Background: an optimization exercise with open tools, aiming at small area, a short achievable clock period and few clock cycles per item. Do not read the settings as production practice.
At most, simulation tests tie the RTL to the original design; equivalence was not proved.
Power and IR drop assume default switching activity.

## AL
// nmea_core
module nmea_core (
    input  wire       clk,
    input  wire       rst,
    input  wire       in_valid,
    output reg        in_ready,
    input  wire [9:0] in_beat,
    output reg        out_valid,
    input  wire       out_ready,
    output reg  [9:0] out_beat
);
Size in the first run: roughly 3,000 cells after synthesis, roughly 1,500 flip-flops, about 26 I/O pins, roughly 39,000 um^2 of cells after synthesis.
==> flow/config.mk <==
export PLATFORM = sky130hd
export DESIGN_NAME = nmea_core
export DESIGN_NICKNAME = nmea_core
export VERILOG_FILES = /design/flow/design.v
export SDC_FILE = /design/flow/constraint.sdc
export NUM_CORES = 4
export LEC_CHECK = 0
export ABC_AREA = 1
export CAP_MARGIN = 20
export CORE_MARGIN = 2
export CORE_UTILIZATION = 40
export CTS_BUF_LIST = sky130_fd_sc_hd__clkbuf_16
export CTS_CLUSTER_DIAMETER = 80
export CTS_CLUSTER_SIZE = 30
export PLACE_DENSITY = 0.6
export SETUP_SLACK_MARGIN = 5.0
export SLEW_MARGIN = 20
==> flow/constraint.sdc <==
create_clock -name core_clock -period 8.0 [get_ports {clk}]
set_input_delay 1.6000 -clock core_clock [delete_from_list [all_inputs] [get_ports {clk}]]
set_output_delay 1.6000 -clock core_clock [all_outputs]
set_load 0.01 [all_outputs]
run.sh (not shown) runs the stock make flow with config.mk's settings and CLKGATE_MAP_FILE= SYNTH_SCRIPT=/design/flow/synth_recipe.tcl, a recipe that flattens the netlist after the stock synthesis.
--- input diff AL..PW ---
--- a/flow/design.v
+++ b/flow/design.v
@@ -41,13 +41,13 @@
     reg  [7:0] W;             
     reg  [7:0] R;             
     wire [7:0] ring_w = ring[8*N-1 -: 8];
     wire [7:0] ring_r = ring[8*D+7 -: 8];
     reg        wr_en;
     reg  [9:0] iq0, iq1;
-    reg  [4:0] ic0;
+    wire [4:0] ic0 = bclass(iq0[7:0]);
     reg  [1:0] occ;
     wire       acc  = in_valid && in_ready;
     reg        cons;              
     wire       hv   = (occ != 2'd0);
     always @(posedge clk)
         ring <= {ring[8*(N-1)-1:0], wr_en ? iq0[7:0] : ring_w};
@@ -165,13 +165,16 @@
     wire       hd_fld  = q_any && !hd_eos && q_m && !hd_done && (R == q_f0[0]);
     wire       tl_eos  = !q_any && (eos_tail != 4'd0);
     wire       st2_job = e_job && c_ok;
     wire       deq     = hd_done && !st2_job;
     wire       emit    = can_out && (hd_msg || hd_fld || hd_eos || tl_eos);
     wire       tail_dec = can_out && tl_eos;
-    wire [3:0] eos_tail_dec = eos_tail - {3'd0, tail_dec};
+    wire [3:0] eos_tail_m1  = eos_tail - 4'd1;
+    wire [3:0] eos_tail_dec = tail_dec ? eos_tail_m1 : eos_tail;
+    wire [3:0] eos_tail_nx  = e_eos ? (tail_dec ? eos_tail : eos_tail + 4'd1)
+                                    : eos_tail_dec;
     integer k;
     always @(posedge clk) begin
         W <= inc(W);
         R <= inc(R);
         if (rst) begin
             W <= 8'd0;
@@ -180,28 +183,27 @@
         if (rst) begin
             occ      <= 2'd0;
             in_ready <= 1'b1;
         end else begin
             case ({acc, cons})
                 2'b10: begin
-                    if (occ == 2'd0) begin iq0 <= in_beat; ic0 <= bclass(in_beat[7:0]); end
+                    if (occ == 2'd0) begin iq0 <= in_beat; end
                     else             begin iq1 <= in_beat; end
                     occ      <= occ + 2'd1;
                     in_ready <= (occ == 2'd0);
                 end
                 2'b01: begin
                     iq0      <= iq1;
-                    ic0      <= bclass(iq1[7:0]);
                     occ      <= occ - 2'd1;
                     in_ready <= 1'b1;
                 end
                 2'b11: begin
                     if (occ == 2'd1) begin
-                        iq0 <= in_beat; ic0 <= bclass(in_beat[7:0]);
+                        iq0 <= in_beat;
                     end else begin
-                        iq0 <= iq1; ic0 <= bclass(iq1[7:0]);
+                        iq0 <= iq1;
                         iq1 <= in_beat;
                     end
                 end
                 default: ;
             endcase
         end
@@ -397,13 +399,13 @@
                         q_f0[k] <= fc_a;
                         q_f1[k] <= star_a;
                         q_e[k]  <= eos_tail_dec;
                     end
                 eos_tail <= {3'd0, e_eos};
             end else begin
-                eos_tail <= eos_tail_dec + {3'd0, e_eos};
+                eos_tail <= eos_tail_nx;
             end
             qc <= qc + {2'd0, st2_job} - {2'd0, deq};
             rb_ok <= !rwd && ((!q_any && !coming) ||
                               (wpu ? (inc(W) != bound) : in_range(inc(W), wp, bound)));
             if (emit) begin
                 out_valid <= 1'b1;
==> results.txt <==
Cell leakage power was higher in the run labelled AL. Changes observed in PW relative to AL: combinational power shows a reduction of about 2%, area share of xor/xnor cells in the synthesized design shows no meaningful change, clock group share of total power shows a reduction of 1.3 points, cell area shows a reduction of about 1.4%, clock slew seen by the registers of the worst setup and hold paths shows a reduction of 20 ps. For PW, the slowest stage cell on the critical path was sky130_fd_sc_hd__clkdlybuf4s50_1, unlike AL, where it was sky130_fd_sc_hd__dfxtp_2. PW reports its type of the worst setup path as primary input to flip-flop while AL reports flip-flop to primary output. PW against AL: share of power burned in registers rose by 1.0 points; total routed wirelength decreased by 2.0% relative to the old numbers. Against AL, PW comes in about 4% lower on overall power consumption. PW — sequential share of layout area 0.63 points higher, AL as reference. Number of antenna violations at the first check in global routing is higher on PW.
Testbench counts of PW, summed over its fixed seeds: cycles 146,334, bytes 145,071.
Only the layout flow was run in AL; the RTL was not checked for function there.

re-timing with driven ports:
In the flow no input, the clock included, has a driving cell. The finished layouts below were timed again as built, in two steps.
Step 1, drivers: a clkbuf_16 drives clk and a buf_2 each remaining input, both assumed.
Step 2, shift: input delay + t, output delay - t, t = (earliest + latest rising clock arrival at the registers) / 2. This alone moves slack from input paths to output paths.
a / b / c = no drivers / after step 1 / after step 2; a / b = the first two.
run | t (ns) | setup slack, ns | latest minus earliest clock arrival (ns) | worst data-port slew with drivers (ns) | pins driven straight from the clock port
AL | 0.686 | 5.067 / 5.008 / 4.484 | 0.059 / 0.058 | 0.06 | 1
PW | 0.732 | 5.067 / 5.006 / 4.371 | 0.048 / 0.048 | 0.04 | 1
After both steps setup and hold are still met in every run listed. For PW, which loses most, drivers alone change the setup slack by -0.061 ns; drivers and shift together by -0.696 ns.
